This design comes from an exercise in tuning for small area and few clock cycles per item on the open sky130 flow, not from production work.
In this exercise RTL edits were held to simulation tests only and were not proved equivalent to the original.
Power and IR drop assume default switching activity.

==> flow/design.v <==
module softspi_exp (
    input  wire        clk,
    input  wire        rst,           
    input  wire        cmd_valid,
    output wire        cmd_ready,
    input  wire [31:0] cmd,
    input  wire [31:0] now,           
    output reg         rsp_valid,
    output wire [15:0] rsp_data,
    output reg         rsp_refused,
    output reg         pins_oe,
    output reg         out_data,
    output reg         out_clk,
    output reg         out_latch,
    output reg         in_latch,
    output reg         in_clk,
    input  wire        in_data,
    output reg         dac_cs,
    output reg         dac_data,
    output reg         adc_convst,
    input  wire        adc_data
);
    localparam [3:0] S_IDLE  = 4'd0,
                     S_LAT   = 4'd1,    
                     S_LATCH = 4'd2,    
                     S_DAC   = 4'd3,    
                     S_SCAN  = 4'd4,    
                     S_READ  = 4'd5,    
                     S_CONV  = 4'd6,    
                     S_RPIN  = 4'd7,    
                     S_RCH   = 4'd8;    
    reg [3:0]  state;
    reg [23:0] out_state;
    reg        out_zero;       
    reg        in_zero;        
    reg        adc_zero;       
    reg [31:0] last;
    reg        primed;
    reg        enabled;
    reg [130:0] aring;
    reg [15:0]  iring;
    reg [16:0]  dring;
    reg [7:0]   ph_a;          
    reg [3:0]   ph_i;          
    reg [6:0]  bc;             
    reg [2:0]  sub;            
    reg [1:0]  st;             
    reg [4:0]  ridx;           
    reg        wv;             
    reg        is_wpin;
    reg        chain;          
    reg        k_rch, k_rpin;  
    wire [7:0] c_op  = cmd[31:24];
    wire [7:0] c_idx = cmd[15:8];
    wire [7:0] c_ch  = cmd[23:16];
    wire z23 = (cmd[23:0] == 24'd0);
    wire z_hi = (cmd[23:16] == 8'd0);
    wire z_lo = (cmd[7:0] == 8'd0);
    wire d_start = (c_op == 8'h01) && z23;
    wire d_stop  = (c_op == 8'h02) && z23;
    wire d_wpin  = (c_op == 8'h10) && z_hi && (cmd[7:1] == 7'd0);
    wire d_wport = (c_op == 8'h11);
    wire d_scan  = (c_op == 8'h20) && z23;
    wire d_rpin  = (c_op == 8'h21) && z_hi && z_lo;
    wire d_setch = (c_op == 8'h30);
    wire d_conv  = (c_op == 8'h40) && z23;
    wire d_rsmp  = (c_op == 8'h41) && z23;
    wire d_rch   = (c_op == 8'h42) && z_hi && z_lo;
    wire d_task  = (c_op == 8'h50) && z23;
    wire c_legal = d_start | d_stop | d_wpin | d_wport | d_scan | d_rpin |
                   d_setch | d_conv | d_rsmp | d_rch | d_task;
    wire [5:0]  el_lo  = {1'b0, now[4:0]} - {1'b0, last[4:0]};
    wire [26:0] el_t   = now[31:5] ^ last[31:5];
    wire [26:0] el_a   = ~now[31:5] & last[31:5];
    wire        el_eq  = ~|el_t;
    wire        el_p1  = el_t[0] & (&(el_t[26:1] ~^ el_a[25:0]));
    wire        el_hz  = el_lo[5] ? el_p1 : el_eq;
    wire        due    = primed || !el_hz || (&el_lo[4:1]);
    assign cmd_ready = (state == S_IDLE);
    wire   accept    = cmd_valid && cmd_ready;
    wire [15:0] a_tap;
    genvar gj;
    generate
        for (gj = 0; gj < 16; gj = gj + 1) begin : g_tap
            assign a_tap[15 - gj] = aring[90 - 6 * gj];
        end
    endgenerate
    assign rsp_data = k_rch ? a_tap : {15'd0, k_rpin & iring[15]};
    reg [7:0] rch_pre;
    always @(*) begin
        case (ridx[2:0])
            3'd0: rch_pre = 8'd89;
            3'd1: rch_pre = 8'd54;
            3'd2: rch_pre = 8'd19;
            3'd3: rch_pre = 8'd115;
            3'd4: rch_pre = 8'd80;
            3'd5: rch_pre = 8'd45;
            3'd6: rch_pre = 8'd10;
            default: rch_pre = 8'd106;
        endcase
    end
    wire rch_hit = (ph_a == rch_pre);
    wire [3:0] rp_k   = {ridx[3], ~ridx[2:0]};
    wire [3:0] rp_pre = {rp_k[3] ^ rp_k[0], rp_k[2:0]} + 4'd14;
    wire rpin_hit = (ph_i == rp_pre);
    reg [23:0] dword;
    always @(*) begin
        case (sub)
            3'd0: dword = 24'h200003;
            3'd1: dword = 24'h300003;
            3'd2: dword = 24'h1F8000;
            3'd3: dword = 24'h380001;
            3'd4: dword = 24'h020000;
            default: dword = 24'h180000;
        endcase
    end
    wire [4:0] dbit_m = bc[5:1];
    wire dac_bit = (sub[2] && sub[0] && dbit_m >= 5'd7) ? dring[16]
                                                    : dword[5'd23 - dbit_m];
    wire out_top = out_zero ? 1'b0 : out_state[23];
    wire out_b   = (is_wpin && bc[4:0] == ~ridx) ? wv : out_top;
    wire a_wr = (state == S_READ) && !in_clk && (sub == 3'd2);
    wire i_wr = (state == S_SCAN) && !in_clk && (sub == 3'd7);
    wire i_first = (bc[3:0] == 4'd0);
    always @(posedge clk) begin
        aring <= {aring[129:0], a_wr ? adc_data : aring[130]};
        iring <= {iring[14:0], i_wr ? in_data : iring[15]};
        ph_a  <= a_wr && bc == 7'd0 ? 8'd0 : (ph_a == 8'd130 ? 8'd0 : ph_a + 8'd1);
        ph_i  <= i_wr && i_first ? 4'd0 : ph_i + 4'd1;
    end
    integer m;
    always @(posedge clk) begin
        if (accept) begin
            for (m = 7; m < 24; m = m + 1)
                dring[(16 - 2 * m + 34) % 17] <= cmd[23 - m];
        end else begin
            dring <= {dring[15:0], dring[16]};
        end
    end
    wire fire = d_task && enabled && due;
    always @(posedge clk) begin
        if (accept && fire)
            last <= now;
        if (accept) begin
            ridx <= cmd[12:8];
            wv   <= cmd[0];
        end
    end
    wire out_rot = (state == S_LAT) && !out_clk && (out_b == out_data) && (st == 2'd3);
    always @(posedge clk) begin
        if (accept && d_wport)
            out_state <= cmd[23:0];
        else if (out_rot)
            out_state <= {out_state[22:0], out_b};
    end
    always @(posedge clk) begin
        if (rst) begin
            state       <= S_IDLE;
            out_zero    <= 1'b1;
            in_zero     <= 1'b1;
            adc_zero    <= 1'b1;
            primed      <= 1'b0;
            enabled     <= 1'b0;
            rsp_valid   <= 1'b0;
            rsp_refused <= 1'b0;
            k_rch       <= 1'b0;
            k_rpin      <= 1'b0;
            pins_oe     <= 1'b0;
            out_data    <= 1'b0;
            out_clk     <= 1'b0;
            out_latch   <= 1'b0;
            in_latch    <= 1'b1;
            in_clk      <= 1'b1;
            dac_cs      <= 1'b1;
            dac_data    <= 1'b0;
            adc_convst  <= 1'b1;
            st          <= 2'd0;
        end else begin
            rsp_valid <= 1'b0;
            st <= (st == 2'd3) ? 2'd3 : st + 2'd1;
            case (state)
            S_IDLE: begin
                if (accept) begin
                    rsp_refused <= !c_legal;
                    k_rch   <= 1'b0;
                    k_rpin  <= 1'b0;
                    is_wpin <= d_wpin;
                    chain   <= d_start | d_task;
                    bc      <= 7'd8;
                    sub     <= 3'd0;
                    if (d_start) begin
                        pins_oe  <= 1'b1;
                        out_zero <= 1'b1;
                        in_zero  <= 1'b1;
                        adc_zero <= 1'b1;
                        primed   <= 1'b1;
                        enabled  <= 1'b1;
                        state    <= S_LAT;
                    end else if (d_stop) begin
                        pins_oe   <= 1'b0;
                        in_zero   <= 1'b1;
                        out_zero  <= 1'b1;
                        enabled   <= 1'b0;
                        rsp_valid <= 1'b1;
                    end else if (d_wpin && c_idx < 8'd24) begin
                        state <= S_LAT;
                    end else if (d_wport) begin
                        out_zero <= 1'b0;
                        state    <= S_LAT;
                    end else if (d_scan) begin
                        state <= S_SCAN;
                    end else if (d_rpin && c_idx < 8'd16 && !in_zero) begin
                        k_rpin <= 1'b1;
                        state  <= S_RPIN;
                    end else if (d_setch && c_ch < 8'd2) begin
                        sub   <= 3'd5;
                        bc    <= 7'd0;
                        state <= S_DAC;
                    end else if (d_conv) begin
                        state <= S_CONV;
                    end else if (d_rsmp) begin
                        state <= S_READ;
                    end else if (d_rch && c_idx < 8'd8 && !adc_zero) begin
                        k_rch <= 1'b1;
                        state <= S_RCH;
                    end else if (fire) begin
                        primed <= 1'b0;
                        state  <= S_SCAN;
                    end else begin
                        rsp_valid <= 1'b1;
                    end
                end
            end
            S_LAT: begin
                if (out_clk) begin
                    out_clk <= 1'b0;
                    if (out_b != out_data) begin
                        out_data <= out_b;
                        st       <= 2'd0;
                    end
                end else if (out_b != out_data) begin
                    out_data <= out_b;
                    st       <= 2'd0;
                end else if (st == 2'd3) begin
                    out_clk <= 1'b1;
                    bc      <= bc + 7'd1;
                    if (bc[4:0] == 5'd31)
                        state <= S_LATCH;
                end
            end
            S_LATCH: begin
                if (!out_latch) begin
                    out_latch <= 1'b1;
                end else begin
                    out_latch <= 1'b0;
                    out_clk   <= 1'b0;
                    out_zero  <= 1'b0;
                    bc        <= 7'd0;
                    sub       <= 3'd0;
                    if (chain) begin
                        state <= S_DAC;
                    end else begin
                        rsp_valid <= 1'b1;
                        state     <= S_IDLE;
                    end
                end
            end
            S_DAC: begin
                if (bc == 7'd48) begin
                    dac_cs <= 1'b1;
                    bc     <= 7'd0;
                    if (chain && sub != 3'd4) begin
                        sub <= sub + 3'd1;
                    end else begin
                        rsp_valid <= 1'b1;
                        state     <= S_IDLE;
                    end
                end else begin
                    bc <= bc + 7'd1;
                    if (!bc[0]) begin
                        dac_cs   <= 1'b0;
                        out_clk  <= 1'b1;
                        dac_data <= dac_bit;
                    end else begin
                        out_clk  <= 1'b0;
                    end
                end
            end
            S_SCAN: begin
                if (!bc[4]) begin
                    if (in_latch) begin
                        in_latch <= 1'b0;
                    end else begin
                        in_latch <= 1'b1;
                        bc       <= 7'd16;
                    end
                end else if (in_clk) begin
                    in_clk <= 1'b0;
                    sub    <= 3'd0;
                end else if (sub != 3'd7) begin
                    sub <= sub + 3'd1;
                end else begin
                    in_clk <= 1'b1;
                    bc     <= bc + 7'd1;
                    if (bc[3:0] == 4'd15) begin
                        in_zero <= 1'b0;
                        if (chain) begin
                            state <= S_READ;
                        end else begin
                            rsp_valid <= 1'b1;
                            state     <= S_IDLE;
                        end
                    end
                end
            end
            S_READ: begin
                if (in_latch) begin
                    in_latch <= 1'b0;
                    sub      <= 3'd2;
                    bc       <= 7'd0;
                end else if (in_clk) begin
                    if (sub == 3'd3) begin
                        in_latch <= 1'b1;
                        adc_zero <= 1'b0;
                        if (chain) begin
                            adc_convst <= 1'b0;
                            sub        <= 3'd0;
                            state      <= S_CONV;
                        end else begin
                            rsp_valid <= 1'b1;
                            state     <= S_IDLE;
                        end
                    end else if (sub == 3'd2) begin
                        in_clk <= 1'b0;
                        sub    <= 3'd0;
                    end else begin
                        sub <= sub + 3'd1;
                    end
                end else if (sub != 3'd2) begin
                    sub <= sub + 3'd1;
                end else begin
                    in_clk <= 1'b1;
                    bc     <= bc + 7'd1;
                    sub    <= (bc == 7'd127) ? 3'd3 : 3'd0;
                end
            end
            S_CONV: begin
                if (adc_convst) begin
                    adc_convst <= 1'b0;
                    sub        <= 3'd0;
                end else if (sub != 3'd2) begin
                    sub <= sub + 3'd1;
                end else begin
                    adc_convst <= 1'b1;
                    rsp_valid  <= 1'b1;
                    state      <= S_IDLE;
                end
            end
            S_RPIN: begin
                if (rpin_hit) begin
                    rsp_valid <= 1'b1;
                    state     <= S_IDLE;
                end
            end
            S_RCH: begin
                if (rch_hit) begin
                    rsp_valid <= 1'b1;
                    state     <= S_IDLE;
                end
            end
            default: state <= S_IDLE;
            endcase
        end
    end
endmodule
Settings: LEC_CHECK=0, CAP_MARGIN=20, CORE_MARGIN=2, CORE_UTILIZATION=65, SLEW_MARGIN=20; clock period 10.0 ns.
standard.sh (not shown) runs the stock make flow with config.mk's settings and CLKGATE_MAP_FILE= SYNTH_SCRIPT=/design/flow/synth_recipe.tcl, a recipe that flattens the netlist after the stock synthesis.
==> flow/flow/run.sh <==
#!/bin/bash
# The standard ORFS layout (standard.sh, unchanged synthesis, floorplan, power grid,
# placement, routing), with two settings changed:
#  - port buffers: one buf_1 per input and output port (buffer_ports -buffer_cell),
#    instead of the larger cell buffer_ports picks by default;
#  - clock tree: clkbuf_8 buffers, sink clusters of up to 16 flip-flops within 60 um,
#    no dummy loads.
# The make output goes to standard_flow.log; ORFS keeps each step's log under orfs/logs/.
set -euo pipefail
bash standard.sh \
  "BUFFER_PORTS_ARGS=-buffer_cell sky130_fd_sc_hd__buf_1" \
  "CTS_ARGS=-sink_clustering_enable -repair_clock_nets -dont_use_dummy_load -buf_list sky130_fd_sc_hd__clkbuf_8 -sink_clustering_size 16 -sink_clustering_max_diameter 60" \
  finish > standard_flow.log 2>&1
The baseline went through all stages and came out clean.
Testbench counts at the start, summed over its fixed seeds: cycles 523,658, items 2,406.
Then changed:
--- a/flow/design.v
+++ b/flow/design.v
@@ -37,10 +37,10 @@
     reg [31:0] last;
     reg        primed;
     reg        enabled;
-    reg [130:0] aring;
+    reg [127:0] aring;
     reg [15:0]  iring;
     reg [16:0]  dring;
-    reg [7:0]   ph_a;          
+    reg [6:0]   ph_a;          
     reg [3:0]   ph_i;          
     reg [6:0]  bc;             
     reg [2:0]  sub;            
@@ -86,17 +86,17 @@
         end
     endgenerate
     assign rsp_data = k_rch ? a_tap : {15'd0, k_rpin & iring[15]};
-    reg [7:0] rch_pre;
+    reg [6:0] rch_pre;
     always @(*) begin
         case (ridx[2:0])
-            3'd0: rch_pre = 8'd89;
-            3'd1: rch_pre = 8'd54;
-            3'd2: rch_pre = 8'd19;
-            3'd3: rch_pre = 8'd115;
-            3'd4: rch_pre = 8'd80;
-            3'd5: rch_pre = 8'd45;
-            3'd6: rch_pre = 8'd10;
-            default: rch_pre = 8'd106;
+            3'd0: rch_pre = 7'd89;
+            3'd1: rch_pre = 7'd57;
+            3'd2: rch_pre = 7'd25;
+            3'd3: rch_pre = 7'd121;
+            3'd4: rch_pre = 7'd90;
+            3'd5: rch_pre = 7'd58;
+            3'd6: rch_pre = 7'd26;
+            default: rch_pre = 7'd122;
         endcase
     end
     wire rch_hit = (ph_a == rch_pre);
@@ -115,7 +115,7 @@
         endcase
     end
     wire [4:0] dbit_m = bc[5:1];
-    wire dac_bit = (sub[2] && sub[0] && dbit_m >= 5'd7) ? dring[16]
+    wire dac_bit = (sub[2] && sub[0] && dbit_m >= 5'd7) ? dring[1]
                                                     : dword[5'd23 - dbit_m];
     wire out_top = out_zero ? 1'b0 : out_state[23];
     wire out_b   = (is_wpin && bc[4:0] == ~ridx) ? wv : out_top;
@@ -123,9 +123,9 @@
     wire i_wr = (state == S_SCAN) && !in_clk && (sub == 3'd7);
     wire i_first = (bc[3:0] == 4'd0);
     always @(posedge clk) begin
-        aring <= {aring[129:0], a_wr ? adc_data : aring[130]};
+        aring <= {aring[126:0], a_wr ? adc_data : aring[127]};
         iring <= {iring[14:0], i_wr ? in_data : iring[15]};
-        ph_a  <= a_wr && bc == 7'd0 ? 8'd0 : (ph_a == 8'd130 ? 8'd0 : ph_a + 8'd1);
+        ph_a  <= a_wr && bc == 7'd0 ? 7'd0 : ph_a + 7'd1;
         ph_i  <= i_wr && i_first ? 4'd0 : ph_i + 4'd1;
     end
     integer m;
@@ -214,7 +214,7 @@
                         state  <= S_RPIN;
                     end else if (d_setch && c_ch < 8'd2) begin
                         sub   <= 3'd5;
-                        bc    <= 7'd0;
+                        bc    <= 7'd126;
                         state <= S_DAC;
                     end else if (d_conv) begin
                         state <= S_CONV;
@@ -266,7 +266,9 @@
                 end
             end
             S_DAC: begin
-                if (bc == 7'd48) begin
+                if (bc[6]) begin
+                    bc <= bc + 7'd1;
+                end else if (bc == 7'd48) begin
                     dac_cs <= 1'b1;
                     bc     <= 7'd0;
                     if (chain && sub != 3'd4) begin
@@ -319,7 +321,7 @@
                     sub      <= 3'd2;
                     bc       <= 7'd0;
                 end else if (in_clk) begin
-                    if (sub == 3'd3) begin
+                    if (sub == 3'd7) begin
                         in_latch <= 1'b1;
                         adc_zero <= 1'b0;
                         if (chain) begin
@@ -330,7 +332,7 @@
                             rsp_valid <= 1'b1;
                             state     <= S_IDLE;
                         end
-                    end else if (sub == 3'd2) begin
+                    end else if (sub == 3'd3 || (sub == 3'd2 && bc != 7'd64)) begin
                         in_clk <= 1'b0;
                         sub    <= 3'd0;
                     end else begin
@@ -341,7 +343,7 @@
                 end else begin
                     in_clk <= 1'b1;
                     bc     <= bc + 7'd1;
-                    sub    <= (bc == 7'd127) ? 3'd3 : 3'd0;
+                    sub    <= (bc == 7'd127) ? 3'd7 : 3'd0;
                 end
             end
             S_CONV: begin
=>
- clock-buffer cell count does not change
- clock skew goes down by 0.0037 ns
- clock power hardly moves
- sequential cell count goes down by 4
- first-iteration DRC count fell by about a fifth
- wire length barely changes
- setup slack loses 0.76 ns
- register-to-register slack is worse by 0.69 ns
- global-route usage increases by 0.99 points
- cell area fell by a few percent
Testbench counts after the change, summed over its fixed seeds: cycles 525,393, items 2,406.

separate check: timing with driven ports:
Ports are ideal in the flow. The routed layouts listed here were re-timed in OpenROAD. Step 1, drivers: a clkbuf_16 drives clk and a buf_2 each remaining input, both assumed. Step 2 also shifts input and output timing later by t, the mid clock arrival at the registers, as if the neighbouring blocks saw the same clock. Slacks: ideal / step 1 / step 2; pairs: ideal / step 1.
| run | t (ns) | setup slack, ns | worst setup path at the end | worst slew at a driven data input, ns | pins driven straight from the clock port |
|---|---|---|---|---|---|
| the first run | 0.560 | 5.759 / 5.774 / 5.214 | input to register | 0.05 | 1 |
| the second run | 0.551 | 4.999 / 4.976 / 4.425 | input to register | 0.06 | 1 |
After both steps setup and hold are still met in every run listed. The setup slack of the second run, which loses most, moves by -0.023 ns with the drivers and by -0.574 ns with both steps.
